This is an optimization exercise on Yosys and OpenROAD, whose aim is small area and few clock cycles, not a production implementation. Function was checked by simulation only, so behaviour that the tests miss may differ from the original. No activity file was given, so power comes from the tool's default toggle rates.

==> design.v <==
`default_nettype none
module can_enc (
    input  wire         clk,
    input  wire         rst,
    input  wire         in_valid,
    output wire         in_ready,
    input  wire         in_fd,
    input  wire [28:0]  in_id,
    input  wire         in_ext,
    input  wire         in_rtr,
    input  wire         in_fdf,
    input  wire         in_brs,
    input  wire [7:0]   in_len,
    input  wire [511:0] in_data,
    output wire         out_valid,
    input  wire         out_ready,
    output wire [63:0]  out_word,
    output wire         out_last,
    output wire         out_err
);
    reg len_ok;
    always @* begin
        if (in_fd) begin
            case (in_len)
                8'd0, 8'd1, 8'd2, 8'd3, 8'd4, 8'd5, 8'd6, 8'd7, 8'd8,
                8'd12, 8'd16, 8'd20, 8'd24, 8'd32, 8'd48, 8'd64:
                    len_ok = 1'b1;
                default:
                    len_ok = 1'b0;
            endcase
        end else begin
            len_ok = (in_len <= 8'd8);
        end
    end
    wire [6:0] l    = in_len[6:0];
    wire ge8  = l[6] | l[5] | l[4] | l[3];
    wire ge12 = l[6] | l[5] | l[4] | (l[3] & l[2]);
    wire ge16 = l[6] | l[5] | l[4];
    wire ge20 = l[6] | l[5] | (l[4] & (l[3] | l[2]));
    wire ge24 = l[6] | l[5] | (l[4] & l[3]);
    wire ge32 = l[6] | l[5];
    wire ge48 = l[6] | (l[5] & l[4]);
    wire ge64 = l[6];
    wire [3:0] dlc = ge12 ? {1'b1, ge24,
                             (ge16 & ~ge24) | ge48,
                             (ge12 & ~ge16) | (ge20 & ~ge24) | (ge32 & ~ge48) | ge64}
                          : l[3:0];
    wire [3:0] lastc = !in_fd  ? 4'd2 :
                       ge64    ? 4'd9 :
                       ge48    ? 4'd7 :
                       ge20    ? 4'd5 :
                       (l == 7'd0) ? 4'd1 : 4'd3;
    reg  [3:0] cnt;
    wire       last = ~len_ok | (cnt == lastc);
    assign out_valid = in_valid;
    assign out_last  = last;
    assign out_err   = ~len_ok;
    assign in_ready  = out_ready & last;
    always @(posedge clk) begin
        if (rst)
            cnt <= 4'd0;
        else if (in_valid && out_ready)
            cnt <= last ? 4'd0 : (cnt == 4'd0 && !in_fd) ? 4'd2 : cnt + 4'd1;
    end
    wire hsel = len_ok & (cnt == 4'd0);
    wire hx   = hsel & in_ext;
    wire hn   = hsel & ~in_ext;
    wire [63:0] valid;
    genvar gk, gb;
    generate
        for (gb = 0; gb < 8; gb = gb + 1) begin : g_v
            assign valid[gb]      = ge8 | (l[2:0] > gb);
            assign valid[8+gb]    = (gb < 4) ? ge12 : ge16;
            assign valid[16+gb]   = (gb < 4) ? ge20 : ge24;
            assign valid[24+gb]   = ge32;
            assign valid[32+gb]   = ge48;
            assign valid[40+gb]   = ge48;
            assign valid[48+gb]   = ge64;
            assign valid[56+gb]   = ge64;
        end
    endgenerate
    wire [63:0] sel;
    generate
        for (gk = 0; gk < 8; gk = gk + 1) begin : g_sel
            wire wsel = (cnt == gk + 2);
            for (gb = 0; gb < 8; gb = gb + 1) begin : g_b
                assign sel[8*gk+gb] = wsel & valid[8*gk+gb];
            end
        end
    endgenerate
    wire [63:0] hdr;
    assign hdr[63]    = hx;
    assign hdr[62]    = hsel & in_rtr;
    assign hdr[61]    = 1'b0;
    assign hdr[60:50] = ({11{hx}} & in_id[28:18]) | ({11{hn}} & in_id[10:0]);
    assign hdr[49:32] = {18{hx}} & in_id[17:0];
    assign hdr[31:28] = {4{hsel}} & dlc;
    assign hdr[27:26] = 2'b00;
    assign hdr[25]    = hsel & in_fd & in_fdf;
    assign hdr[24]    = hsel & in_fd & in_brs;
    assign hdr[23:0]  = 24'd0;
    generate
        for (gb = 0; gb < 8; gb = gb + 1) begin : g_out
            wire [7:0] t [0:7];
            for (gk = 0; gk < 8; gk = gk + 1) begin : g_t
                assign t[gk] = {8{sel[8*gk+gb]}} & in_data[511-64*gk-8*gb -: 8];
            end
            assign out_word[63-8*gb -: 8] = hdr[63-8*gb -: 8]
                | t[0] | t[1] | t[2] | t[3] | t[4] | t[5] | t[6] | t[7];
        end
    endgenerate
endmodule
module can_dec (
    input  wire         clk,
    input  wire         rst,
    input  wire         in_valid,
    output wire         in_ready,
    input  wire [63:0]  in_word,
    input  wire         in_fd,
    output wire         out_valid,
    input  wire         out_ready,
    output wire         out_err,
    output reg  [28:0]  out_id,
    output reg          out_ext,
    output reg          out_rtr,
    output reg          out_fdf,
    output reg          out_brs,
    output wire [7:0]   out_len,
    output wire [511:0] out_data,
    output reg  [2:0]   out_status,
    output wire [2:0]   out_slots
);
    wire [31:0] w0 = in_word[63:32];
    wire [31:0] w1 = in_word[31:0];
    reg       fd_r;
    reg [3:0] dlc_r;
    reg [6:0] len;
    reg [2:0] slots;
    reg [3:0] lastc;
    always @* begin
        if (fd_r) begin
            case (dlc_r)
                4'd9:    len = 7'd12;
                4'd10:   len = 7'd16;
                4'd11:   len = 7'd20;
                4'd12:   len = 7'd24;
                4'd13:   len = 7'd32;
                4'd14:   len = 7'd48;
                4'd15:   len = 7'd64;
                default: len = {3'd0, dlc_r};
            endcase
            case (dlc_r)
                4'd0:                      begin slots = 3'd1; lastc = 4'd1; end
                4'd11, 4'd12, 4'd13:       begin slots = 3'd3; lastc = 4'd5; end
                4'd14:                     begin slots = 3'd4; lastc = 4'd7; end
                4'd15:                     begin slots = 3'd5; lastc = 4'd9; end
                default:                   begin slots = 3'd2; lastc = 4'd3; end
            endcase
        end else begin
            len   = {3'd0, dlc_r};
            slots = 3'd1;
            lastc = 4'd2;
        end
    end
    assign out_len   = {1'b0, len};
    assign out_slots = slots;
    assign out_err   = ~fd_r & (dlc_r > 4'd8);
    reg  [3:0] cnt;
    reg        res_r;                        
    wire       hdr     = (cnt == 4'd0);
    wire       last    = ~hdr & (cnt == lastc);
    wire       direct  = (cnt == 4'd9);      
    wire       in_fire = in_valid && in_ready;
    assign out_valid = res_r | (in_valid & direct);
    assign in_ready  = ~(res_r | direct) | out_ready;
    always @(posedge clk) begin
        if (rst) begin
            res_r <= 1'b0;
            cnt   <= 4'd0;
        end else begin
            if (res_r && out_ready)
                res_r <= 1'b0;
            if (in_fire) begin
                if (last) begin
                    cnt   <= 4'd0;
                    res_r <= ~direct;
                end else begin
                    cnt <= (hdr && !in_fd) ? 4'd2 : cnt + 4'd1;
                end
            end
        end
    end
    always @(posedge clk) begin
        if (in_fire && hdr) begin
            fd_r       <= in_fd;
            dlc_r      <= w1[31:28];
            out_ext    <= w0[31];
            out_rtr    <= w0[30];
            out_id     <= w0[31] ? w0[28:0] : {18'd0, w0[28:18]};
            out_fdf    <= in_fd & w1[25];
            out_brs    <= in_fd & w1[24];
            out_status <= w1[2:0];
        end
    end
    wire [63:0] valid;
    genvar gk, gb;
    generate
        for (gb = 0; gb < 8; gb = gb + 1) begin : g_v
            assign valid[gb]      = (dlc_r > gb);
            assign valid[8+gb]    = (gb < 4) ? (dlc_r >= 4'd9)  : (dlc_r >= 4'd10);
            assign valid[16+gb]   = (gb < 4) ? (dlc_r >= 4'd11) : (dlc_r >= 4'd12);
            assign valid[24+gb]   = (dlc_r >= 4'd13);
            assign valid[32+gb]   = (dlc_r >= 4'd14);
            assign valid[40+gb]   = (dlc_r >= 4'd14);
            assign valid[48+gb]   = (dlc_r == 4'd15);
            assign valid[56+gb]   = (dlc_r == 4'd15);
        end
    endgenerate
    wire [7:0] at;                            
    generate
        for (gk = 0; gk < 8; gk = gk + 1) begin : g_at
            assign at[gk] = (cnt == gk + 2);
        end
    endgenerate
    reg [7:0] bmask;
    integer k;
    always @* begin
        bmask = 8'd0;
        for (k = 0; k < 8; k = k + 1)
            bmask = bmask | ({8{at[k]}} & valid[8*k +: 8]);
    end
    wire [63:0] dword;
    generate
        for (gb = 0; gb < 8; gb = gb + 1) begin : g_dw
            assign dword[63-8*gb -: 8] = in_word[63-8*gb -: 8] & {8{bmask[gb]}};
        end
    endgenerate
    reg [447:0] data_r;
    generate
        for (gk = 0; gk < 7; gk = gk + 1) begin : g_word
            always @(posedge clk) begin
                if (in_fire && (hdr || at[gk]))
                    data_r[447-64*gk -: 64] <= dword;
            end
        end
    endgenerate
    assign out_data = {data_r, dword};
endmodule
module can_codec (
    input  wire         clk,
    input  wire         rst,
    input  wire         enc_in_valid,
    output wire         enc_in_ready,
    input  wire         enc_in_fd,
    input  wire [28:0]  enc_in_id,
    input  wire         enc_in_ext,
    input  wire         enc_in_rtr,
    input  wire         enc_in_fdf,
    input  wire         enc_in_brs,
    input  wire [7:0]   enc_in_len,
    input  wire [511:0] enc_in_data,
    output wire         enc_out_valid,
    input  wire         enc_out_ready,
    output wire [63:0]  enc_out_word,
    output wire         enc_out_last,
    output wire         enc_out_err,
    input  wire         dec_in_valid,
    output wire         dec_in_ready,
    input  wire [63:0]  dec_in_word,
    input  wire         dec_in_fd,
    output wire         dec_out_valid,
    input  wire         dec_out_ready,
    output wire         dec_out_err,
    output wire [28:0]  dec_out_id,
    output wire         dec_out_ext,
    output wire         dec_out_rtr,
    output wire         dec_out_fdf,
    output wire         dec_out_brs,
    output wire [7:0]   dec_out_len,
    output wire [511:0] dec_out_data,
    output wire [2:0]   dec_out_status,
    output wire [2:0]   dec_out_slots
);
    can_enc u_enc (
        .clk       (clk),
        .rst       (rst),
        .in_valid  (enc_in_valid),
        .in_ready  (enc_in_ready),
        .in_fd     (enc_in_fd),
        .in_id     (enc_in_id),
        .in_ext    (enc_in_ext),
        .in_rtr    (enc_in_rtr),
        .in_fdf    (enc_in_fdf),
        .in_brs    (enc_in_brs),
        .in_len    (enc_in_len),
        .in_data   (enc_in_data),
        .out_valid (enc_out_valid),
        .out_ready (enc_out_ready),
        .out_word  (enc_out_word),
        .out_last  (enc_out_last),
        .out_err   (enc_out_err)
    );
    can_dec u_dec (
        .clk        (clk),
        .rst        (rst),
        .in_valid   (dec_in_valid),
        .in_ready   (dec_in_ready),
        .in_word    (dec_in_word),
        .in_fd      (dec_in_fd),
        .out_valid  (dec_out_valid),
        .out_ready  (dec_out_ready),
        .out_err    (dec_out_err),
        .out_id     (dec_out_id),
        .out_ext    (dec_out_ext),
        .out_rtr    (dec_out_rtr),
        .out_fdf    (dec_out_fdf),
        .out_brs    (dec_out_brs),
        .out_len    (dec_out_len),
        .out_data   (dec_out_data),
        .out_status (dec_out_status),
        .out_slots  (dec_out_slots)
    );
endmodule
`default_nettype wire
==> flow/run.sh <==
#!/bin/bash
# Standard ORFS layout (the standard.sh, unchanged synthesis), except:
# - the port buffers are the smallest buffer cell instead of the one
#   buffer_ports picks by itself (clkdlybuf4s50_1); every port still gets
#   its own buffer;
# - the clock tree uses smaller buffers, larger sink clusters and no dummy
#   loads.
set -euo pipefail
export BUFFER_PORTS_ARGS="-buffer_cell sky130_fd_sc_hd__buf_1"
export CTS_ARGS="-sink_clustering_enable -repair_clock_nets -dont_use_dummy_load -buf_list sky130_fd_sc_hd__clkbuf_8 -sink_clustering_size 16 -sink_clustering_max_diameter 60"
export GPL_KEEP_OVERFLOW=0.3
bash standard.sh > standard.log 2>&1
==> standard.sh <==
#!/bin/bash
# synth_recipe.tcl (not shown) runs the flow's synth.tcl, then flattens the netlist and writes it again
# the make line also repeats each setting of config.mk as NAME=value (left out here)
make -C /OpenROAD-flow-scripts/flow DESIGN_CONFIG=/design/flow/config.mk WORK_HOME=/design/flow/orfs CLKGATE_MAP_FILE= SYNTH_SCRIPT=/design/flow/synth_recipe.tcl "${@:-finish}"
==> config.mk <==
export PLATFORM = sky130hd
export DESIGN_NAME = can_codec
export DESIGN_NICKNAME = can_codec
export VERILOG_FILES = /design/flow/design.v
export SDC_FILE = /design/flow/constraint.sdc
export NUM_CORES = 4
export LEC_CHECK = 0
export CAP_MARGIN = 20
export CORE_AREA = 10 10 360 360
export DIE_AREA = 0 0 370 370
export SETUP_SLACK_MARGIN = 0.3
export SLEW_MARGIN = 20
==> constraint.sdc <==
create_clock -name core_clock -period 6.0 [get_ports {clk}]
set_input_delay 1.2000 -clock core_clock [delete_from_list [all_inputs] [get_ports {clk}]]
set_output_delay 1.2000 -clock core_clock [all_outputs]
set_load 0.01 [all_outputs]
==> flow_summary.ini, run 1 <==
[placed_design]
place.port_buffers = 1253
place_congestion = 1.03
dp_cells = 4100
dp_hpwl_um = 129000

[run_status]
outcome = complete, no violations

[global_routing]
grt.overflow.total = 0
globalRouteTotalUtil = 0.206
maximum_number_of_pins_on_one_net_before_global_route_repair = 65
grt_first_pass_wirelength_um = 188000
number_of_antenna_violations_at_the_first_check_in_global_routing = 102
vias_in_the_first_global_route = 18200

[critical_path]
timing.critical_path.required_ns = 4.80
r2r_setup_slack_ns = 2.54
arrival_ns = 4.30
critPathKind = in2out
timing.reg2reg.worst_path_depth = 7
critPathCaptureType = primary output
critPathMaxFanout = 13
worstReg2RegStart = u_dec.cnt[1]$_SDFFE_PP0P_
start_kind = input pin
worst_setup_path_startpoint = enc_in_len[6]
r2r_end = u_dec.data_r[396]$_DFFE_PP_

[yosys]
synth-async-reset-ratio = 0
syn_area_sq_um = 19900
combinational_family_with_the_most_area_after_synthesis = compound AO/OA/AOI/OAI gates
ys_ff_latch = 498
ys_dominant_reg_cell = edfxtp_1
synth-compound-area-share = 0.125
yosys.cell_types.count = 73
synth_nets = 1870
ys.warnings.count = 2
adder_and_majority_gate_portion_of_the_synthesized_area = 0.00503
synth.yosys.seq_area_share = 0.747
synth_simple_gate_area_frac = 0.0855
synth-xor-area-share = 0.00220
multiplexer_area_fraction_after_synthesis = 0.0128
synth-edff-count = 489
synthCells = 1237
syn-mean-instance-area_sq_um = 16.1

[floorplanning]
die-width_um = 370
design.portCount = 1255
fp.dieArea_sq_um = 137000
placeableCoreArea_sq_um = 122000
start_util = 0.164
rows = 128
floorplan.die.height_um = 370

[sta]
tightest_slew_ns = 1.06
totalNegativeSetupSlack_ns = 0
final.setup_skew_ns = 0.0496
relSlewSlack = 0.292
drv_slew = 0
finalSetupViolCount = 0
min_period_over_period = 0.916
timing.fmax_ghz = 0.182
final.min_clock_period_ns = 5.50
grt_setup_unrepaired = false
hold_viol = 0

[finish]
final_nets = 3160
multi_input_comb_area_sq_um = 4790
areaGrowthSynthToFinish_pct = 40.3
flip_flop_and_latch_area_sq_um = 14900
layout.filler_cells = 13300
stdcell_count = 4174
layout-drive-gt1-share = 0.0788

[clock_network]
clock-root-buffer = clkbuf_8
cts.sink_count = 498
clk-insertion-delay-late_ns = 0.72
clock_tree_from_tritoncts = yes
cts_buffers = 48
post_cts_hold_buffer_count = 0
htree_num_levels = 2
clock_edge_transition_at_the_registers_on_the_reported_setup_and_hold_paths_ns = 0.04
cts.path.max_buffers = 3

[route]
viasPerCell = 4.58
detail_route.wirelength_um = 152000
final_antenna_net_count = 0
drcViolationCount = 0
drt_iter0_drc = 2781
via_count = 19100
wl_per_cell_um = 36.3
drt-pass1-iter-count = 10

[hold_path]
min_delay_path_class = reg2reg
worstHoldPathCells = 2
hold_path.startpoint = u_dec.cnt[1]$_SDFFE_PP0P_
min_to = u_dec.cnt[1]$_SDFFE_PP0P_

[pwr]
power_leakage_nw = 8.84
ir_drop_mv = 0.188
pwr_density_cell_nw_per_um2 = 276

[job]
max_cap_viol_count = 0
==> metal layers <==
metal	part of all wire	track usage	routed length (um)	vias up
met5	0.0031	0	476	-
met2	0.50	0.361	76200	1539
met1	0.33	0.221	50700	9476
met3	0.12	0.0837	17900	348
li1	-	-	-	7666
met4	0.042	0.0783	6380	74
==> how the worst max path moves through the flow <==
stage / end / depth (start not counted)
final: enc_out_word[48] / 9
after global routing: enc_out_word[48] / 9
after CTS: enc_out_word[38] / 9
after detailed placement: enc_out_word[62] / 9
after global placement: enc_out_word[62] / 9
after floorplan: u_dec.data_r[384]$_DFFE_PP_ / 3
==> Yosys cell counts (15+ instances only) <==
| cell | n | area, sq um |
|---|---|---|
| nand2_1 | 60 | 225 |
| nor2b_1 | 28 | 175 |
| nand4_1 | 24 | 150 |
| a222oi_1 | 66 | 661 |
| and2_1 | 63 | 394 |
| a21oi_1 | 24 | 120 |
| edfxtp_1 | 489 | 14700 |
| buf_2 | 15 | 75.1 |
| nor2_1 | 26 | 97.6 |
| clkbuf_1 | 46 | 173 |
| a22o_1 | 24 | 210 |
| a22oi_1 | 93 | 698 |
| nand3_1 | 59 | 295 |
| a221oi_1 | 32 | 280 |
==> worst max-delay path: stages <==
cell and delay, ns:
buf_1 0.32, nor3_2 0.46, nand3_1 0.17, a221oi_2 0.44, and3_2 0.52, buf_4 0.25
nand3_1 0.09, nand4_1 0.55, buf_4 0.24
==> metrics by stage <==
stage / setup WS [ns] / area, sq um / utilization / hold WS, ns / total power [mW]
after floorplan: 0.710 / 19900 / - / 0.477 / 5.04
after global placement: 0.141 / 27100 / 0.223 / 0.502 / 5.96
after detailed placement: 0.169 / 27100 / 0.223 / 0.503 / 5.98
after CTS: 0.327 / 27800 / 0.229 / 0.509 / 7.83
after global routing: 0.349 / 27900 / 0.229 / 0.571 / 8.01
final: 0.503 / 27900 / 0.229 / 0.511 / 7.72
==> area by class of cell <==
class | instances | area share
Sequential cell | 498 | 0.532
Multi-Input combinational cell | 647 | 0.172
Inverter | 14 | 0.00188
Timing Repair Buffer | 1318 | 0.195
Tap cell | 1625 | 0.0728
Clock buffer | 48 | 0.0237
Antenna cell | 24 | 0.00215
==> registers in the layout, indices dropped and copies added, names as in the netlist, 3 cells and up <==
| name | cells |
|---|---|
| u_dec.out_id | 29 |
| u_dec.dlc_r | 4 |
| u_dec.out_status | 3 |
| u_enc.cnt | 4 |
| u_dec.cnt | 4 |
| u_dec.data_r | 448 |
==> kinds of logic (layout without fill, tap and decap cells) <==
group / count (synthesis) / after routing
buf+inv: 92 / 1380
simple gates: 306 / 306
compound gates: 303 / 303
fa+ha+maj: 8 / 8
mux: 24 / 24
flops: 498 / 498
other cells: 1 / 25
xor+xnor: 5 / 5
==> where the power goes <==
part	switching, mW	internal, mW	leakage, nW	total (mW)
logic	1.08	0.366	3.57	1.45
clock network	1.13	0.706	0.345	1.84
registers	0.121	4.31	4.93	4.43
total	2.34	5.38	8.84	7.72
==> cell usage in the layout (no fill, tap or decap), types with 8 or more instances in the layout <==
cell type	synthesis	final
and2_1	63	63
buf_1	5	1229
a221oi_1	32	30
mux2_2	12	12
buf_12	0	11
edfxtp_1	489	489
nand3_1	59	59
a21oi_1	24	15
diode_2	0	24
a222oi_1	66	66
nor2b_1	28	26
a22o_1	24	24
clkbuf_8	3	48
dfxtp_1	9	9
buf_4	3	74
nor2_1	26	20
ha_1	8	8
a22oi_1	93	93
inv_1	13	13
nand4_1	24	24
nand2_1	60	60
o2111ai_1	13	12
mux2i_1	12	12
==> what timing repair did <==
action / CTS / global route
hold endpoints to repair: 0 / 0
buffers inserted: 1 / 0
gates resized for setup: 1 / 2
endpoints found under the setup margin: 8 / 2
pin swaps: 1 / 0
Testbench counts, summed over its fixed seeds: cycles 14,450.
==> run 2: changes to the inputs <==
--- a/flow/run.sh
+++ b/flow/run.sh
@@ -10,3 +10,2 @@
 export CTS_ARGS="-sink_clustering_enable -repair_clock_nets -dont_use_dummy_load -buf_list sky130_fd_sc_hd__clkbuf_8 -sink_clustering_size 16 -sink_clustering_max_diameter 60"
-export GPL_KEEP_OVERFLOW=0.3
 bash standard.sh > standard.log 2>&1
--- a/config.mk
+++ b/config.mk
@@ -10,2 +10,3 @@
 export DIE_AREA = 0 0 370 370
+export PLACE_DENSITY = 0.75
 export SETUP_SLACK_MARGIN = 0.3
==> run 2 against run 1 <==
Largest cell class unchanged. Register-to-register slack better by 0.02 ns. Sequential cell count stayed put. Power is 0.18% lower.
==> flow_summary.ini, run 2 <==
[sta]
final.setup_skew_ns = 0.0968
final.min_clock_period_ns = 5.53
timing.fmax_ghz = 0.181
whs_ns = 0.527
grt_setup_unrepaired = false
finalSetupViolCount = 0
totalNegativeSetupSlack_ns = 0
tightest_slew_ns = 1.12
hold_viol = 0
relSlewSlack = 0.252
min_period_over_period = 0.921
drv_slew = 0

[route]
m1WireLength_um = 50800
detail_route.wirelength_um = 153000
top_sig_layer = met5
viasPerCell = 4.57
final_antenna_net_count = 0
drcViolationCount = 0
wl_per_cell_um = 36.5
via_count = 19200
wl_met3_um = 16400
met2_wirelength_um = 77900
drt-pass1-iter-count = 15
drt_iter0_drc = 3015

[critical_path]
start_kind = input pin
timing.critical_path.required_ns = 4.80
worst_setup_path_startpoint = enc_in_len[6]
worstReg2RegStart = u_dec.dlc_r[0]$_DFFE_PP_
critPathMaxFanout = 20
critPathKind = in2out
arrival_ns = 4.33
critPathCaptureType = primary output

[clock_network]
clock-root-buffer = clkbuf_8
clock_tree_from_tritoncts = yes
cts.sink_count = 498
cts_setup_buffers = 0
cts.path.max_buffers = 3
clk-insertion-delay-late_ns = 0.70
htree_num_levels = 2
cts_buffers = 48
clock_edge_transition_at_the_registers_on_the_reported_setup_and_hold_paths_ns = 0.05

[floorplanning]
die-width_um = 370
design.portCount = 1255
start_util = 0.164
fp.dieArea_sq_um = 137000
rows = 128
placeableCoreArea_sq_um = 122000
floorplan.die.height_um = 370

[yosys]
syn-mean-instance-area_sq_um = 16.1
synth.yosys.seq_area_share = 0.747
ys.warnings.count = 2
synth-edff-count = 489
synth_nets = 1870
syn_area_sq_um = 19900
yosys.area.top_type_share = 0.738
synth-async-reset-ratio = 0
synthCells = 1237
ys_dominant_reg_cell = edfxtp_1
synth_commonest_cells = edfxtp_1 (489), a22oi_1 (93), a222oi_1 (66)
ys_ff_latch = 498
most_common_cell_in_the_netlist = edfxtp_1
biggest_area_consumer_among_synthesized_cells = edfxtp_1
yosys.cell_types.count = 73
ys_top_cells_by_area = edfxtp_1 (74%), a22oi_1 (3.5%), a222oi_1 (3.3%)

[placed_design]
place_congestion = 1.06
place.port_buffers = 1253
dp_cells = 4125
dp_hpwl_um = 132000
place_area_sq_um = 27300

[pwr]
p_sw_frac = 0.301
power_dissipated_by_switching_net_loads_mw = 2.32
power_leakage_nw = 8.97
pnr_total_power_mw = 7.70
clock_power_share = 0.234
ir_drop_mv = 0.223
int_power_mw = 5.38
pwr_density_cell_nw_per_um2 = 274
comb_pwr_share = 0.190
share_seq_of_total_power = 0.576

[global_routing]
grt.overflow.total = 0
vias_in_the_first_global_route = 18800
number_of_antenna_violations_at_the_first_check_in_global_routing = 83
maximum_number_of_pins_on_one_net_before_global_route_repair = 65
grt_first_pass_wirelength_um = 191000
globalRouteTotalUtil = 0.209

[finish]
final_common_cell = buf_1
stdcell_count = 4204
largest_registers = u_dec.data_r: 448 flops, u_dec.out_id: 29 flops
most-common-layout-cells = buf_1 (1224), edfxtp_1 (489), buf_4 (103)
largest_register_ffs = 448
final_nets = 3184
regMostFlops = u_dec.data_r
postLayoutCellArea_sq_um = 28100
layout-drive-gt1-share = 0.0883
areaGrowthSynthToFinish_pct = 41.0

[hold_path]
min_delay_path_class = reg2reg
hold_path.startpoint = u_dec.cnt[1]$_SDFFE_PP0P_

[job]
max_cap_viol_count = 0

[run_status]
outcome = complete, no violations
run 2: cell counts after synthesis:
No cell type changed its count.
run 2: power groups by stage:
stage	sequential [mW]	combinational (mW)	clock, mW
floorplan	4.72	0.317	0
global placement	4.50	1.47	0
detailed placement	4.51	1.49	0
CTS	4.44	1.49	1.86
global route	4.47	1.54	1.97
finish	4.44	1.46	1.80
run 2: worst max-delay path, cell delays in order:
cell and delay (ns):
buf_1 0.32, nor2_1 0.59, nor3b_2 0.21, buf_4 0.29, buf_4 0.26, a22oi_1 0.64, nand2_1 0.10, a221oi_1 0.26
nand4_1 0.18, buf_4 0.21
run 2: area by class of cell:
class	count	area, sq um
diodes	30	75.1
clock buffers	48	661
fillers	13100	93600
inverters	14	52.6
multi-input cells	647	4770
flip-flops and latches	498	14900
well taps	1625	2030
repair buffers	1342	5610
run 2: worst paths after layout:
check | slack [ns] | to | depth (start not counted)
setup reg to reg | 2.56 | u_dec.data_r[84]$_DFFE_PP_ | 6
hold / removal | 0.53 | u_dec.cnt[1]$_SDFFE_PP0P_ | 2
setup / recovery | 0.47 | enc_out_word[39] | 10
hold reg to reg | 0.53 | u_dec.cnt[1]$_SDFFE_PP0P_ | 2
run 2: what timing repair did:
action / 4_1_cts / 5_1_grt
hold buffers: 0 / 0
setup endpoints to repair: 1 / 0
resized for setup: 1 / 0
run 2: cell families (layout without fill, tap and decap cells):
kind of cell | Yosys count | count (layout) | share of synthesized area
flip-flops | 498 | 498 | 0.747
AND/OR/NAND/NOR | 306 | 306 | 0.0855
AO/OA/AOI/OAI | 303 | 303 | 0.125
buffers and inverters | 92 | 1404 | 0.0222
multiplexers | 24 | 24 | 0.0128
adder cells (fa/ha/maj) | 8 | 8 | 0.00503
XOR/XNOR | 5 | 5 | 0.00220
other | 1 | 31 | 0.000188
run 2: layer usage:
layer  vias up  track usage
met4        48       0.0857
met1      9526        0.221
li1       7731            -
met5         -            0
met3       338       0.0715
met2      1577        0.377
run 2: per-stage QoR:
stage | setup slack [ns] | util
after floorplan | 0.710 | -
after global placement | -0.193 | 0.224
after detailed placement | 0.139 | 0.224
after CTS | 0.406 | 0.230
after global routing | 0.378 | 0.230
final | 0.473 | 0.231
==> run 3: changes to the inputs <==
--- a/config.mk
+++ b/config.mk
@@ -10,3 +10,2 @@
 export DIE_AREA = 0 0 370 370
-export PLACE_DENSITY = 0.75
 export SETUP_SLACK_MARGIN = 0.3
==> run 3 against run 2 <==
Wire length down 1.6%. Sequential cell count unchanged. Critical endpoint is now enc_out_word[49]. Final area decreased by 0.79%.
==> flow_summary.ini, run 3 <==
[run_status]
outcome = complete, no violations

[clock_network]
clock_edge_transition_at_the_registers_on_the_reported_setup_and_hold_paths_ns = 0.05
cts.sink_count = 498
cts_buffers = 48
cts.path.max_buffers = 3
clock_tree_from_tritoncts = yes
cts_setup_buffers = 0
post_cts_hold_buffer_count = 0
clk-insertion-delay-late_ns = 0.69
clock-root-buffer = clkbuf_8
htree_num_levels = 2

[finish]
most-common-layout-cells = buf_1 (1224), edfxtp_1 (489), a22oi_1 (93)
layout-drive-gt1-share = 0.0788
final_nets = 3159
layout.filler_cells = 13300
regMostFlops = u_dec.data_r
final_common_cell = buf_1
largest_register_ffs = 448
largest_registers = u_dec.data_r: 448 flops, u_dec.out_id: 29 flops
areaGrowthSynthToFinish_pct = 39.9
layout.core_utilization = 0.229

[placed_design]
place.port_buffers = 1253
post-place-ws_ns = 0.211
place_congestion = 0.984
dp_hpwl_um = 128000

[yosys]
ys_top_cells_by_area = edfxtp_1 (74%), a22oi_1 (3.5%), a222oi_1 (3.3%)
synth_commonest_cells = edfxtp_1 (489), a22oi_1 (93), a222oi_1 (66)
yosys.area.top_type_share = 0.738
synth.yosys.seq_area_share = 0.747
syn-mean-instance-area_sq_um = 16.1
ys.warnings.count = 2
synth_nets = 1870
synth-edff-count = 489
synth-async-reset-ratio = 0
ys_ff_latch = 498
syn_area_sq_um = 19900
synthCells = 1237
biggest_area_consumer_among_synthesized_cells = edfxtp_1
most_common_cell_in_the_netlist = edfxtp_1
ys_dominant_reg_cell = edfxtp_1
yosys.cell_types.count = 73

[sta]
final.setup_skew_ns = 0.0783
relSlewSlack = 0.295
tightest_slew_ns = 1.06
hold_viol = 0
drv_slew = 0
timing.fmax_ghz = 0.183
finalSetupViolCount = 0
grt_setup_unrepaired = false
totalNegativeSetupSlack_ns = 0
final.min_clock_period_ns = 5.47
setup_ws_ns = 0.531
min_period_over_period = 0.911
whs_ns = 0.514

[route]
final_antenna_net_count = 0
wl_per_cell_um = 36.1
drt_iter0_drc = 2562
drcViolationCount = 0
detail_route.wirelength_um = 151000
viasPerCell = 4.46
via_count = 18700
drt-pass1-iter-count = 9

[pwr]
ir_drop_mv = 0.160
power_leakage_nw = 8.82
pwr_density_cell_nw_per_um2 = 275

[critical_path]
critPathMaxFanout = 34
start_kind = input pin
critPathKind = in2out
critPathCaptureType = primary output
arrival_ns = 4.27
timing.critical_path.required_ns = 4.80

[global_routing]
grt.overflow.total = 0
maximum_number_of_pins_on_one_net_before_global_route_repair = 65
globalRouteTotalUtil = 0.206
number_of_antenna_violations_at_the_first_check_in_global_routing = 107
grt_first_pass_wirelength_um = 187000
vias_in_the_first_global_route = 18200

[hold_path]
min_delay_path_class = reg2reg

[job]
max_cap_viol_count = 0

[floorplanning]
design.portCount = 1255
placeableCoreArea_sq_um = 122000
floorplan.die.height_um = 370
rows = 128
fp.dieArea_sq_um = 137000
start_util = 0.164
die-width_um = 370
[run 3: cell counts after synthesis]
No cell type changed its count.
[run 3: metal layers]
metal	global-route usage	up-vias	wire, um
met4	0.0865	74	6620
met3	0.0846	326	17000
met2	0.362	1379	76300
met5	0	-	450
met1	0.215	9204	50700
li1	-	7678	-
[run 3: kinds of logic after synthesis]
logic type / Yosys count / synth area share
flops: 498 / 0.747
simple gates: 306 / 0.0855
compound gates: 303 / 0.125
buf+inv: 92 / 0.0222
mux: 24 / 0.0128
fa+ha+maj: 8 / 0.00503
xor+xnor: 5 / 0.00220
other cells: 1 / 0.000188
[run 3: what timing repair did]
item	CTS	global route
endpoints found under the setup margin	1	1
resized for setup	1	1
pin swaps	1	1
[run 3: cell type report]
cell class / count / area [sq um] / area share
Multi-Input combinational cell: 647 / 4780 / 0.172
Tap cell: 1625 / 2030 / 0.0730
Clock buffer: 48 / 661 / 0.0237
Sequential cell: 498 / 14900 / 0.534
Antenna cell: 32 / 80.1 / 0.00288
Inverter: 14 / 52.6 / 0.00189
Timing Repair Buffer: 1317 / 5380 / 0.193
[run 3: metrics by stage]
stage               area [sq um]  total power, mW  instances
floorplan                  19900             5.04       1237
global placement           27100             5.96       4100
detailed placement         27100             5.97       4101
CTS                        27800             7.79       4149
global route               27800             7.97       4171
finish                     27800             7.66       4181
[run 3: worst paths after layout]
kind,startpoint,end,slack (ns),depth (start not counted)
worst max-delay path,enc_in_len[5],enc_out_word[49],0.53,8
worst min-delay path,u_dec.cnt[1]$_SDFFE_PP0P_,u_dec.cnt[1]$_SDFFE_PP0P_,0.51,2
worst max register to register,u_dec.cnt[1]$_SDFFE_PP0P_,u_dec.data_r[410]$_DFFE_PP_,2.46,7
worst min register to register,u_dec.cnt[1]$_SDFFE_PP0P_,u_dec.cnt[1]$_SDFFE_PP0P_,0.51,2
[run 3: worst max-delay path, stage by stage]
cell and delay, ns:
buf_1 0.26, nor2_1 0.58, nor3b_2 0.28, buf_12 0.24
a22o_1 0.23, a221oi_4 0.39, nand4_1 0.67, buf_4 0.39
[run 3: report_power, final]
group	switching [mW]	leakage, nW	internal, mW
clock network	1.11	0.345	0.706
logic	1.07	3.55	0.353
registers	0.120	4.93	4.31
==> run 4: changes to the inputs <==
--- a/config.mk
+++ b/config.mk
@@ -8,4 +8,4 @@
 export CAP_MARGIN = 20
-export CORE_AREA = 10 10 360 360
-export DIE_AREA = 0 0 370 370
+export CORE_AREA = 10 10 350 350
+export DIE_AREA = 0 0 360 360
 export SETUP_SLACK_MARGIN = 0.3
==> run 4 against run 3 <==
Still clean. Non-clock buffer count shrank 9. Die area shrank 5.3%. Via count grew 0.57%. Critical endpoint is now enc_out_word[39]. Largest cell class unchanged. Largest power group unchanged.
==> flow_summary.ini, run 4 <==
[clock_network]
clock_tree_from_tritoncts = yes
post_cts_hold_buffer_count = 0
clk-insertion-delay-late_ns = 0.73
cts_buffers = 50
cts_setup_buffers = 0
clock_edge_transition_at_the_registers_on_the_reported_setup_and_hold_paths_ns = 0.05
htree_num_levels = 2
cts.sink_count = 498
cts.path.max_buffers = 3
clock-root-buffer = clkbuf_8
postCtsResizedCells = 0

[critical_path]
critPathKind = in2out
worst_path_max_delay_cell = nor2_1
cp_num_buf_inv = 3
r2r_setup_slack_ns = 2.55
timing.critical_path.cells = buf_1 -> nor2_1 -> nor3b_2 -> buf_12 -> a22oi_1 -> nand2_1 -> a221oi_2 -> nand4_1 -> buf_1
critPathMostFrequentCell = buf_1
critPathTopFamily = simple AND/OR/NAND/NOR gates
arrival_ns = 4.19
start_kind = input pin
critPathCaptureType = primary output
critical_path_cell_count = 9
critPathMaxFanout = 64
timing.reg2reg.worst_path_depth = 6
worst_setup_path_startpoint = enc_in_len[6]
critical_path.max_stage_delay_ns = 0.58
timing.critical_path.required_ns = 4.80
worstReg2RegStart = u_dec.dlc_r[0]$_DFFE_PP_

[route]
drt_iter0_drc = 2616
wl_per_cell_um = 37.7
final_antenna_net_count = 0
viasPerCell = 4.63
drt-pass1-iter-count = 10
via_count = 18800
drcViolationCount = 0
detail_route.wirelength_um = 153000

[yosys]
ys.warnings.count = 2
synthCells = 1237
synth-async-reset-ratio = 0
yosys.area.top_type_share = 0.738
syn-mean-instance-area_sq_um = 16.1
yosys.cell_types.count = 73
synth_commonest_cells = edfxtp_1 (489), a22oi_1 (93), a222oi_1 (66)
biggest_area_consumer_among_synthesized_cells = edfxtp_1
ys_top_cells_by_area = edfxtp_1 (74%), a22oi_1 (3.5%), a222oi_1 (3.3%)
synth.yosys.seq_area_share = 0.747
most_common_cell_in_the_netlist = edfxtp_1
ys_dominant_reg_cell = edfxtp_1
synth-edff-count = 489
synth_nets = 1870
ys_ff_latch = 498
syn_area_sq_um = 19900

[sta]
relSlewSlack = 0.235
setup_ws_ns = 0.611
hold_viol = 0
whs_ns = 0.515
finalSetupViolCount = 0
final.min_clock_period_ns = 5.39
min_period_over_period = 0.898
drv_slew = 0
final.setup_skew_ns = 0.0921
timing.fmax_ghz = 0.186
totalNegativeSetupSlack_ns = 0
grt_setup_unrepaired = false
tightest_slew_ns = 1.14

[placed_design]
dp_hpwl_um = 129000
place_congestion = 0.976
post-place-ws_ns = 0.438
place.port_buffers = 1253
dp_cells = 3978

[finish]
final_common_cell = buf_1
final_nets = 3152
most-common-layout-cells = buf_1 (1226), edfxtp_1 (489), a22oi_1 (93)
largest_registers = u_dec.data_r: 448 flops, u_dec.out_id: 29 flops
largest_register_ffs = 448
regMostFlops = u_dec.data_r
areaGrowthSynthToFinish_pct = 39.2
layout.core_utilization = 0.242
layout-drive-gt1-share = 0.0755
stdcell_count = 4054

[floorplanning]
fp.dieArea_sq_um = 130000
design.portCount = 1255
placeableCoreArea_sq_um = 115000
floorplan.die.height_um = 360
start_util = 0.174
rows = 124
die-width_um = 360

[global_routing]
grt.overflow.total = 0
number_of_antenna_violations_at_the_first_check_in_global_routing = 104
globalRouteTotalUtil = 0.222
vias_in_the_first_global_route = 18500
grt_first_pass_wirelength_um = 193000
maximum_number_of_pins_on_one_net_before_global_route_repair = 65

[pwr]
ir_drop_mv = 0.143
power_dissipated_by_switching_net_loads_mw = 2.33
comb_pwr_share = 0.184
power_leakage_nw = 8.80
pwr_density_cell_nw_per_um2 = 279
clock_power_share = 0.242
share_seq_of_total_power = 0.573
p_sw_frac = 0.302
int_power_mw = 5.40

[hold_path]
worstHoldPathCells = 2
hold_path.startpoint = u_dec.cnt[1]$_SDFFE_PP0P_
min_delay_path_class = reg2reg

[job]
max_cap_viol_count = 0

[run_status]
outcome = complete, no violations
-- run 4: worst paths after layout --
path                                endpoint
setup / recovery            enc_out_word[39]
setup reg to reg  u_dec.data_r[19]$_DFFE_PP_
hold reg to reg    u_dec.cnt[1]$_SDFFE_PP0P_
hold / removal     u_dec.cnt[1]$_SDFFE_PP0P_
-- run 4: cell type report --
| type | count | area [sq um] |
|---|---|---|
| diodes | 25 | 62.6 |
| clock buffers | 50 | 688 |
| fillers | 12400 | 86800 |
| inverters | 14 | 52.6 |
| multi-input cells | 647 | 4770 |
| flip-flops and latches | 498 | 14900 |
| well taps | 1512 | 1890 |
| repair buffers | 1308 | 5380 |
-- run 4: cells by family (layout without fill, tap and decap cells) --
group	Yosys count	count (layout)	share of synthesized area
other	1	26	0.000188
adders and majority gates	8	8	0.00503
buffers and inverters	92	1372	0.0222
muxes	24	24	0.0128
DFF	498	498	0.747
AOI/OAI and AO/OA	303	303	0.125
and+or+nand+nor	306	306	0.0855
xor gates and xnor gates	5	5	0.00220
-- run 4: worst min-delay path: stages (launching register included) --
cell and delay (ns):
dfxtp_1 0.34, nand2_1 0.07, a21oi_1 0.05
-- run 4: through the flow --
step | power [mW] | instance area, sq um
after floorplan | 5.04 | 19900
after global placement | 5.95 | 26900
after detailed placement | 5.97 | 26900
after CTS | 7.85 | 27600
after global routing | 8.02 | 27700
final | 7.73 | 27700
-- run 4: layer usage --
layer | share of wire | global-route usage
met5 | 0.0026 | 0
met4 | 0.040 | 0.0766
met3 | 0.096 | 0.0772
met2 | 0.51 | 0.398
met1 | 0.35 | 0.242
-- run 4: power groups by stage --
stage | registers [mW] | logic, mW | clock network, mW
after global routing | 4.47 | 1.51 | 2.05
after global placement | 4.50 | 1.45 | 0
after floorplan | 4.72 | 0.317 | 0
after CTS | 4.43 | 1.47 | 1.95
final | 4.43 | 1.43 | 1.87
after detailed placement | 4.51 | 1.46 | 0
==> run 5: changes to the inputs <==
--- a/flow/run.sh
+++ b/flow/run.sh
@@ -9,3 +9,3 @@
 export BUFFER_PORTS_ARGS="-buffer_cell sky130_fd_sc_hd__buf_1"
-export CTS_ARGS="-sink_clustering_enable -repair_clock_nets -dont_use_dummy_load -buf_list sky130_fd_sc_hd__clkbuf_8 -sink_clustering_size 16 -sink_clustering_max_diameter 60"
+export CTS_ARGS="-sink_clustering_enable -repair_clock_nets -dont_use_dummy_load -buf_list sky130_fd_sc_hd__clkbuf_4 -root_buf sky130_fd_sc_hd__clkbuf_8 -sink_clustering_size 10 -sink_clustering_max_diameter 40"
 bash standard.sh > standard.log 2>&1
--- a/config.mk
+++ b/config.mk
@@ -8,4 +8,4 @@
 export CAP_MARGIN = 20
-export CORE_AREA = 10 10 350 350
-export DIE_AREA = 0 0 360 360
+export CORE_AREA = 10 10 360 360
+export DIE_AREA = 0 0 370 370
 export SETUP_SLACK_MARGIN = 0.3
==> run 5 against run 4 <==
Die area increased by 5.6%. Wire length decreased by 0.92%. Synthesized area unchanged. Register-to-register slack got worse by 0.14 ns. Sequential power about the same. Global-route usage decreased by 1.5 points. Synthesized cell count unchanged. Count of clock-buffer cells in the layout increased by 24.
==> flow_summary.ini, run 5 <==
[run_status]
outcome = complete, no violations

[finish]
layout.core_utilization = 0.228
areaGrowthSynthToFinish_pct = 39.7
final_common_cell = buf_1
regMostFlops = u_dec.data_r
most-common-layout-cells = buf_1 (1224), edfxtp_1 (489), a22oi_1 (93)
largest_registers = u_dec.data_r: 448 flops, u_dec.out_id: 29 flops
largest_register_ffs = 448
layout-drive-gt1-share = 0.0882
multi_input_comb_area_sq_um = 4780
final_nets = 3185
layout.filler_cells = 13300
flip_flop_and_latch_area_sq_um = 14900

[pwr]
power_dissipated_by_switching_net_loads_mw = 2.30
ir_drop_mv = 0.137
clock_power_share = 0.230
comb_pwr_share = 0.187
p_sw_frac = 0.303
pwr_density_cell_nw_per_um2 = 273
power_leakage_nw = 8.84
pnr_total_power_mw = 7.60
int_power_mw = 5.30
share_seq_of_total_power = 0.583

[yosys]
yosys.cell_types.count = 73
synth-edff-count = 489
synthCells = 1237
synth_commonest_cells = edfxtp_1 (489), a22oi_1 (93), a222oi_1 (66)
most_common_cell_in_the_netlist = edfxtp_1
yosys.area.top_type_share = 0.738
biggest_area_consumer_among_synthesized_cells = edfxtp_1
synth-async-reset-ratio = 0
ys_ff_latch = 498
synth.yosys.seq_area_share = 0.747
ys_top_cells_by_area = edfxtp_1 (74%), a22oi_1 (3.5%), a222oi_1 (3.3%)
synth_nets = 1870
syn_area_sq_um = 19900
syn-mean-instance-area_sq_um = 16.1
ys.warnings.count = 2
ys_dominant_reg_cell = edfxtp_1

[hold_path]
worstHoldPathCells = 2
min_to = u_dec.cnt[1]$_SDFFE_PP0P_
min_delay_path_class = reg2reg
hold_path.startpoint = u_dec.cnt[1]$_SDFFE_PP0P_

[route]
drt-pass1-iter-count = 9
drt_iter0_drc = 2543
viasPerCell = 4.47
via_count = 18800
wl_per_cell_um = 36.0
drcViolationCount = 0
final_antenna_net_count = 0
detail_route.wirelength_um = 151000

[sta]
relSlewSlack = 0.280
drv_slew = 0
min_period_over_period = 0.915
finalSetupViolCount = 0
setup_ws_ns = 0.511
final.setup_skew_ns = 0.0943
final.min_clock_period_ns = 5.49
hold_viol = 0
timing.fmax_ghz = 0.182
grt_setup_unrepaired = false
totalNegativeSetupSlack_ns = 0
tightest_slew_ns = 1.08

[global_routing]
globalRouteTotalUtil = 0.207
maximum_number_of_pins_on_one_net_before_global_route_repair = 65
vias_in_the_first_global_route = 18400
number_of_antenna_violations_at_the_first_check_in_global_routing = 106
grt.overflow.total = 0
grt_first_pass_wirelength_um = 188000

[critical_path]
r2r_setup_slack_ns = 2.41
worstReg2RegStart = u_dec.cnt[1]$_SDFFE_PP0P_
cp_num_buf_inv = 3
arrival_ns = 4.29
critPathCaptureType = primary output
timing.critical_path.required_ns = 4.80
worst_path_max_delay_cell = nand4_1
critPathTopFamily = simple AND/OR/NAND/NOR gates
timing.critical_path.cells = buf_1 -> nor2_1 -> nor3b_2 -> buf_12 -> a22o_1 -> a221oi_4 -> nand4_1 -> buf_4
critical_path.max_stage_delay_ns = 0.66
timing.reg2reg.worst_path_depth = 7
critPathMaxFanout = 34
r2r_end = u_dec.data_r[415]$_DFFE_PP_
critPathKind = in2out
start_kind = input pin

[placed_design]
dp_hpwl_um = 128000
post-place-ws_ns = 0.211
place.port_buffers = 1253
place_congestion = 0.984

[clock_network]
cts_buffers = 74
htree_num_levels = 3
cts.sink_count = 498
post_cts_hold_buffer_count = 0
clock_edge_transition_at_the_registers_on_the_reported_setup_and_hold_paths_ns = 0.05
cts.path.max_buffers = 3
clock-root-buffer = clkbuf_8
clock_tree_from_tritoncts = yes
clk-insertion-delay-late_ns = 0.71

[job]
max_cap_viol_count = 0

[floorplanning]
die-width_um = 370
fp.dieArea_sq_um = 137000
start_util = 0.164
design.portCount = 1255
rows = 128
placeableCoreArea_sq_um = 122000
floorplan.die.height_um = 370
[run 5: changes by cell type in the layout (fill, tap and decap cells not counted), moves of 2 or more]
| cell | previous run | this run |
|---|---|---|
| a221oi_2 | 3 | 1 |
| buf_12 | 11 | 7 |
| buf_1 | 1226 | 1224 |
| a21oi_1 | 17 | 15 |
| buf_4 | 67 | 84 |
| clkbuf_8 | 51 | 9 |
| clkbuf_4 | 0 | 65 |
| diode_2 | 25 | 33 |
| a21oi_2 | 0 | 2 |
[run 5: kinds of logic after synthesis]
logic type                 Yosys count  share of synthesized area
DFF                                498                      0.747
other                                1                   0.000188
and+or+nand+nor                    306                     0.0855
buffers and inverters               92                     0.0222
xor gates and xnor gates             5                    0.00220
AOI/OAI and AO/OA                  303                      0.125
adders and majority gates            8                    0.00503
muxes                               24                     0.0128
[run 5: how the worst max path moves through the flow]
stage / start / end / slack [ns] / cells past startpoint
after floorplan: dec_out_ready / u_dec.data_r[384]$_DFFE_PP_ / 0.71 / 3
after global placement: enc_in_len[4] / enc_out_word[49] / 0.27 / 8
after detailed placement: enc_in_len[4] / enc_out_word[49] / 0.21 / 8
after CTS: enc_in_len[4] / enc_out_word[48] / 0.37 / 10
after global routing: enc_in_len[3] / enc_out_word[31] / 0.33 / 9
final: enc_in_len[5] / enc_out_word[49] / 0.51 / 8
[run 5: repair_timing]
item | in CTS | in global routing
endpoints found under the setup margin | 1 | 1
endpoints found under the hold margin | 0 | 0
gates resized for setup | 1 | 1
setup buffers | 0 | 0
pin swaps | 1 | 1
gates cloned | 0 | 0
[run 5: layer usage]
layer / wire, um / global-route usage
met5: 535 / 0
met4: 6750 / 0.0909
met3: 17300 / 0.0902
met2: 76200 / 0.361
met1: 50600 / 0.214
[run 5: worst register-to-register path, cell delays in order, from the launching register on]
cell,delay [ns]
dfxtp_1,0.39
inv_1,0.11
ha_1,0.25
and3b_1,0.23
o21bai_1,0.28
nand2_1,0.39
a21oi_4,0.92
buf_4,0.60
[run 5: final cells by class]
cell class | instances | share of cell area
sequential | 498 | 0.535
tap | 1625 | 0.0731
clock buffer | 74 | 0.0220
antenna | 33 | 0.00297
inverter | 14 | 0.00189
timing repair buffer | 1317 | 0.193
multi-input combinational | 647 | 0.172
[run 5: power by group through the flow]
stage,Clock [mW],Combinational (mW),Sequential (mW)
after detailed placement,0,1.47,4.51
after global routing,1.97,1.51,4.46
after floorplan,0,0.317,4.72
after CTS,1.84,1.47,4.43
final,1.75,1.42,4.43
after global placement,0,1.46,4.50
[run 5: metrics by stage]
stage / hold WS [ns] / cells / instance area (sq um)
after global routing: 0.560 / 4198 / 27800
final: 0.515 / 4208 / 27800
after floorplan: 0.477 / 1237 / 19900
after detailed placement: 0.513 / 4101 / 27100
after CTS: 0.520 / 4175 / 27700
after global placement: 0.493 / 4100 / 27100
==> run 6: changes to the inputs <==
--- a/design.v
+++ b/design.v
@@ -107,4 +107,6 @@
             end
-            assign out_word[63-8*gb -: 8] = hdr[63-8*gb -: 8]
-                | t[0] | t[1] | t[2] | t[3] | t[4] | t[5] | t[6] | t[7];
+            wire [7:0] g0 = t[0] | t[1] | t[2];
+            wire [7:0] g1 = t[3] | t[4] | t[5];
+            wire [7:0] g2 = t[6] | t[7] | hdr[63-8*gb -: 8];
+            assign out_word[63-8*gb -: 8] = g0 | g1 | g2;
         end
--- a/flow/run.sh
+++ b/flow/run.sh
@@ -9,3 +9,3 @@
 export BUFFER_PORTS_ARGS="-buffer_cell sky130_fd_sc_hd__buf_1"
-export CTS_ARGS="-sink_clustering_enable -repair_clock_nets -dont_use_dummy_load -buf_list sky130_fd_sc_hd__clkbuf_4 -root_buf sky130_fd_sc_hd__clkbuf_8 -sink_clustering_size 10 -sink_clustering_max_diameter 40"
+export CTS_ARGS="-sink_clustering_enable -repair_clock_nets -dont_use_dummy_load -buf_list sky130_fd_sc_hd__clkbuf_8 -sink_clustering_size 16 -sink_clustering_max_diameter 60"
 bash standard.sh > standard.log 2>&1
--- a/config.mk
+++ b/config.mk
@@ -10,3 +10,3 @@
 export DIE_AREA = 0 0 370 370
-export SETUP_SLACK_MARGIN = 0.3
+export SETUP_SLACK_MARGIN = 0.1
 export SLEW_MARGIN = 20
==> run 6 against run 5 <==
Critical path type unchanged. Sequential share of layout area up 0.092 points. Critical path depth unchanged. Critical endpoint is now enc_out_word[43]. Non-clock buffer count up 2.
==> flow_summary.ini, run 6 <==
[run_status]
outcome = complete, no violations

[yosys]
syn-mean-instance-area_sq_um = 15.9
synth-async-reset-ratio = 0
ys_ff_latch = 498
synth-edff-count = 489
biggest_area_consumer_among_synthesized_cells = edfxtp_1
synth.yosys.seq_area_share = 0.753
synth_commonest_cells = edfxtp_1 (489), a22oi_1 (91), nand2_1 (89)
ys.warnings.count = 2
syn_area_sq_um = 19700
most_common_cell_in_the_netlist = edfxtp_1
yosys.area.top_type_share = 0.744
yosys.cell_types.count = 69
synth_nets = 1874
ys_dominant_reg_cell = edfxtp_1
synthCells = 1241
ys_top_cells_by_area = edfxtp_1 (74%), a222oi_1 (4.1%), a22oi_1 (3.5%)

[route]
detail_route.wirelength_um = 159000
drt_iter0_drc = 2741
drt-pass1-iter-count = 10
drcViolationCount = 0
via_count = 18900
final_antenna_net_count = 0
wl_per_cell_um = 38.0
viasPerCell = 4.50

[critical_path]
critPathKind = in2out
critPathMaxFanout = 16
start_kind = input pin
timing.critical_path.required_ns = 4.80
critPathCaptureType = primary output
arrival_ns = 4.48

[finish]
flip_flop_and_latch_area_sq_um = 14900
regMostFlops = u_dec.data_r
layout-drive-gt1-share = 0.0719
areaGrowthSynthToFinish_pct = 40.7
largest_register_ffs = 448
layout.filler_cells = 13300
largest_registers = u_dec.data_r: 448 flops, u_dec.out_id: 29 flops
final_nets = 3167
multi_input_comb_area_sq_um = 4690
final_common_cell = buf_1
most-common-layout-cells = buf_1 (1231), edfxtp_1 (489), a22oi_1 (91)

[sta]
relSlewSlack = 0.227
totalNegativeSetupSlack_ns = 0
tightest_slew_ns = 1.16
finalSetupViolCount = 0
drv_slew = 0
min_period_over_period = 0.946
hold_viol = 0
final.min_clock_period_ns = 5.68
final.setup_skew_ns = 0.0538
grt_setup_unrepaired = false
timing.fmax_ghz = 0.176

[floorplanning]
placeableCoreArea_sq_um = 122000
rows = 128
floorplan.die.height_um = 370
start_util = 0.162
die-width_um = 370
design.portCount = 1255
fp.dieArea_sq_um = 137000

[clock_network]
clk-insertion-delay-late_ns = 0.68
clock_tree_from_tritoncts = yes
htree_num_levels = 2
cts.sink_count = 498
cts.path.max_buffers = 3
cts_buffers = 46
post_cts_hold_buffer_count = 0
clock-root-buffer = clkbuf_8
clock_edge_transition_at_the_registers_on_the_reported_setup_and_hold_paths_ns = 0.05
cts_setup_buffers = 0
postCtsResizedCells = 0

[placed_design]
dp_hpwl_um = 135000
place_congestion = 0.935
place.port_buffers = 1253

[global_routing]
grt.overflow.total = 0
number_of_antenna_violations_at_the_first_check_in_global_routing = 123
maximum_number_of_pins_on_one_net_before_global_route_repair = 65
globalRouteTotalUtil = 0.218
grt_first_pass_wirelength_um = 197000
vias_in_the_first_global_route = 18500

[job]
max_cap_viol_count = 0

[pwr]
pnr_total_power_mw = 7.92
power_leakage_nw = 8.71
pwr_density_cell_nw_per_um2 = 285
ir_drop_mv = 0.176

[hold_path]
min_delay_path_class = reg2reg
run 6: cell types whose count changed in the layout (fill, tap and decap cells not counted), sizes merged, moves of 12 or more:
| cell | delta |
|---|---|
| nand3 | -24 |
| a222oi | +14 |
| a221oi | -19 |
| and2 | -37 |
| a21oi | +12 |
| a22o | -15 |
| nor2b | +40 |
| clkbuf | -29 |
| nand2 | +29 |
run 6: critical path: stages:
cell and delay, ns:
buf_1 0.27, nor3_1 0.84, a21oi_4 0.44, buf_4 0.32, a22oi_1 0.14, nand4_1 0.53
a221o_1 0.52, buf_4 0.16
run 6: power by group:
part / switching, mW / internal [mW] / total [mW]
sequential: 0.135 / 4.38 / 4.52
clock: 1.10 / 0.680 / 1.78
combinational: 1.22 / 0.395 / 1.62
run 6: per-layer routing:
layer	part of all wire	vias to the layer above	track usage
met5	0.0023	-	0
met4	0.046	60	0.0980
met3	0.11	318	0.0799
met2	0.51	1410	0.388
met1	0.33	9399	0.228
li1	-	7685	-
run 6: worst paths after layout:
path,from,to,slack (ns),depth (start not counted)
worst max-delay path,enc_in_len[4],enc_out_word[43],0.32,8
worst min-delay path,u_dec.res_r$_SDFF_PP0_,u_dec.res_r$_SDFF_PP0_,0.49,2
worst max register to register,u_dec.cnt[0]$_SDFFE_PP0P_,u_dec.data_r[12]$_DFFE_PP_,2.53,8
worst min register to register,u_dec.res_r$_SDFF_PP0_,u_dec.res_r$_SDFF_PP0_,0.49,2
run 6: logic make-up (layout without fill, tap and decap cells):
family,after synthesis,after routing,share of synthesized area
DFF,498,498,0.753
and+or+nand+nor,321,321,0.0860
AOI/OAI and AO/OA,302,302,0.124
buffers and inverters,84,1375,0.0176
muxes,23,23,0.0124
adders and majority gates,8,8,0.00507
xor gates and xnor gates,4,4,0.00178
other,1,42,0.000190
run 6: cell type report:
| type | instances | area share |
|---|---|---|
| diodes | 41 | 0.00370 |
| inverters | 10 | 0.00135 |
| multi-input cells | 659 | 0.169 |
| repair buffers | 1319 | 0.194 |
| clock buffers | 46 | 0.0228 |
| well taps | 1625 | 0.0733 |
| flip-flops and latches | 498 | 0.536 |
run 6: through the flow:
step | hold WS, ns | util | setup WS (ns) | instances | cell area (sq um)
finish | 0.487 | 0.228 | 0.324 | 4198 | 27800
global route | 0.514 | 0.228 | 0.282 | 4188 | 27700
CTS | 0.491 | 0.227 | 0.295 | 4157 | 27700
detailed placement | 0.484 | 0.222 | 0.304 | 4111 | 27000
global placement | 0.474 | 0.222 | 0.239 | 4108 | 27000
floorplan | 0.458 | - | 0.666 | 1241 | 19700
Testbench counts of run 6, summed over its fixed seeds: cycles 14,450.
==> run 7: changes to the inputs <==
--- a/config.mk
+++ b/config.mk
@@ -10,3 +10,3 @@
 export DIE_AREA = 0 0 370 370
-export SETUP_SLACK_MARGIN = 0.1
+export SETUP_SLACK_MARGIN = 0.3
 export SLEW_MARGIN = 20
==> run 7 against run 6 <==
Worst hold slack is essentially flat. Synthesized area did not move. Sequential cell count did not move. Final area did not move. Global-route usage about the same. Count of clock-buffer cells in the layout stayed put. Setup slack better by 0.019 ns. Largest power group unchanged. Highest routed layer unchanged.
==> flow_summary.ini, run 7 <==
[run_status]
outcome = complete, no violations

[floorplanning]
placeableCoreArea_sq_um = 122000
fp.dieArea_sq_um = 137000
die-width_um = 370
design.portCount = 1255
floorplan.die.height_um = 370
rows = 128
start_util = 0.162

[sta]
min_period_over_period = 0.943
final.min_clock_period_ns = 5.66
final.setup_skew_ns = 0.0583
totalNegativeSetupSlack_ns = 0
grt_setup_unrepaired = false
finalSetupViolCount = 0
timing.fmax_ghz = 0.177
hold_viol = 0
tightest_slew_ns = 1.15
drv_slew = 0
relSlewSlack = 0.229

[global_routing]
grt_first_pass_wirelength_um = 197000
globalRouteTotalUtil = 0.218
maximum_number_of_pins_on_one_net_before_global_route_repair = 65
vias_in_the_first_global_route = 18400
number_of_antenna_violations_at_the_first_check_in_global_routing = 123
grt.overflow.total = 0

[finish]
layout.core_utilization = 0.228
layout-drive-gt1-share = 0.0723
most-common-layout-cells = buf_1 (1231), edfxtp_1 (489), a22oi_1 (90)
final_nets = 3167
stdcell_count = 4196
regMostFlops = u_dec.data_r
largest_register_ffs = 448
largest_registers = u_dec.data_r: 448 flops, u_dec.out_id: 29 flops
final_common_cell = buf_1
areaGrowthSynthToFinish_pct = 40.7
postLayoutCellArea_sq_um = 27800

[yosys]
ys_ff_latch = 498
syn-mean-instance-area_sq_um = 15.9
ys_dominant_reg_cell = edfxtp_1
synthCells = 1241
synth-edff-count = 489
ys_top_cells_by_area = edfxtp_1 (74%), a222oi_1 (4.1%), a22oi_1 (3.5%)
synth_nets = 1874
most_common_cell_in_the_netlist = edfxtp_1
yosys.cell_types.count = 69
syn_area_sq_um = 19700
synth-async-reset-ratio = 0
biggest_area_consumer_among_synthesized_cells = edfxtp_1
synth.yosys.seq_area_share = 0.753
ys.warnings.count = 2
yosys.area.top_type_share = 0.744
synth_commonest_cells = edfxtp_1 (489), a22oi_1 (91), nand2_1 (89)

[clock_network]
post_cts_hold_buffer_count = 0
clock-root-buffer = clkbuf_8
cts.sink_count = 498
clk-insertion-delay-late_ns = 0.69
htree_num_levels = 2
cts_buffers = 46
clock_edge_transition_at_the_registers_on_the_reported_setup_and_hold_paths_ns = 0.05
cts.path.max_buffers = 3
clock_tree_from_tritoncts = yes

[placed_design]
place_area_sq_um = 27000
dp_hpwl_um = 135000
place_congestion = 0.935
dp_cells = 4111
place.port_buffers = 1253

[route]
wl_per_cell_um = 38.0
drt_iter0_drc = 2657
drt-pass1-iter-count = 10
drcViolationCount = 0
final_antenna_net_count = 0
viasPerCell = 4.49
detail_route.wirelength_um = 159000
via_count = 18800

[job]
max_cap_viol_count = 0

[pwr]
power_leakage_nw = 8.71
pnr_total_power_mw = 7.93
pwr_density_cell_nw_per_um2 = 286
ir_drop_mv = 0.176

[critical_path]
critPathMaxFanout = 16
timing.critical_path.required_ns = 4.80
critPathCaptureType = primary output
critPathKind = in2out
arrival_ns = 4.46
start_kind = input pin

[hold_path]
min_delay_path_class = reg2reg
run 7: cell count changes in the layout (fill, tap and decap cells not counted):
cell     before  now
a22oi_2       0    1
a22oi_1      91   90
diode_2      41   39
run 7: logic make-up (layout without fill, tap and decap cells):
family,Yosys count,after routing,synth area share
AOI/OAI and AO/OA,302,302,0.124
xor gates and xnor gates,4,4,0.00178
adders and majority gates,8,8,0.00507
buffers and inverters,84,1375,0.0176
DFF,498,498,0.753
muxes,23,23,0.0124
other,1,40,0.000190
and+or+nand+nor,321,321,0.0860
run 7: final cells by class:
class	count	area [sq um]
flip-flops and latches	498	14900
inverters	10	37.5
clock buffers	46	633
repair buffers	1319	5390
diodes	39	97.6
multi-input cells	659	4700
fillers	13300	94000
well taps	1625	2030
run 7: timing repair:
action / 4_1_cts / 5_1_grt
endpoints found under the setup margin: 1 / 0
buffers inserted: 0 / 0
gates resized for setup: 1 / 0
run 7: final timing paths:
kind | cells after the start | slack (ns) | end | start
min | 2 | 0.49 | u_dec.res_r$_SDFF_PP0_ | u_dec.res_r$_SDFF_PP0_
max | 8 | 0.34 | enc_out_word[43] | enc_in_len[4]
min reg2reg | 2 | 0.49 | u_dec.res_r$_SDFF_PP0_ | u_dec.res_r$_SDFF_PP0_
max reg2reg | 7 | 2.54 | u_dec.out_id[4]$_DFFE_PP_ | u_dec.cnt[1]$_SDFFE_PP0P_
run 7: worst max-delay path, cell delays in order:
cell     delay (ns)
buf_1          0.27
nor3_1         0.85
a21oi_4        0.44
buf_4          0.31
a22oi_1        0.14
nand4_1        0.52
a221o_1        0.52
buf_4          0.16
run 7: layer usage:
layer  track usage  vias to the layer above  wire [um]  part of all wire
met5             0                        -        390            0.0024
met4        0.0980                       62       7240             0.045
met3        0.0799                      316      16100              0.10
met2         0.388                     1397      82000              0.51
met1         0.228                     9393      53700              0.34
li1              -                     7676          -                 -
run 7: power breakdown:
part           total, mW  switching, mW  internal, mW
clock network       1.79           1.11         0.680
registers           4.52          0.135          4.38
logic               1.62           1.22         0.396
run 7: through the flow:
step / hold WS [ns] / setup slack (ns)
floorplan: 0.458 / 0.666
global placement: 0.474 / 0.239
detailed placement: 0.484 / 0.304
CTS: 0.491 / 0.334
global route: 0.514 / 0.305
finish: 0.487 / 0.344

port drivers added, routing unchanged:
Ports are ideal in the flow. The routed layouts listed here were re-timed in OpenROAD. Step 1 assumes that a clkbuf_16 drives the clock port and a buf_2 every other input. Step 2 adds t to the input delays and takes it off the output delays; t is the mean of the earliest and latest rising clock arrival at the registers after step 1. Input paths then give back, and output paths get back, about the clock's delay inside the block. a / b / c = ideal ports / drivers / drivers and shift; a / b = the first two.
| run | t (ns) | setup slack, ns | worst setup path at the end | worst slew at a driven data input, ns |
|---|---|---|---|---|
| run 1 | 0.736 | 0.503 / 0.464 / 0.464 | input to output | 0.35 |
| run 2 | 0.716 | 0.473 / 0.428 / 0.428 | input to output | 0.30 |
| run 3 | 0.713 | 0.531 / 0.473 / 0.473 | input to output | 0.33 |
| run 4 | 0.743 | 0.611 / 0.560 / 0.560 | input to output | 0.33 |
| run 5 | 0.712 | 0.511 / 0.464 / 0.464 | input to output | 0.33 |
| run 6 | 0.702 | 0.324 / 0.277 / 0.277 | input to output | 0.32 |
| run 7 | 0.708 | 0.344 / 0.298 / 0.298 | input to output | 0.32 |
After both steps every run listed still meets setup and hold. For run 3, which loses most, drivers alone change the setup slack by -0.058 ns; drivers and shift together by -0.058 ns.
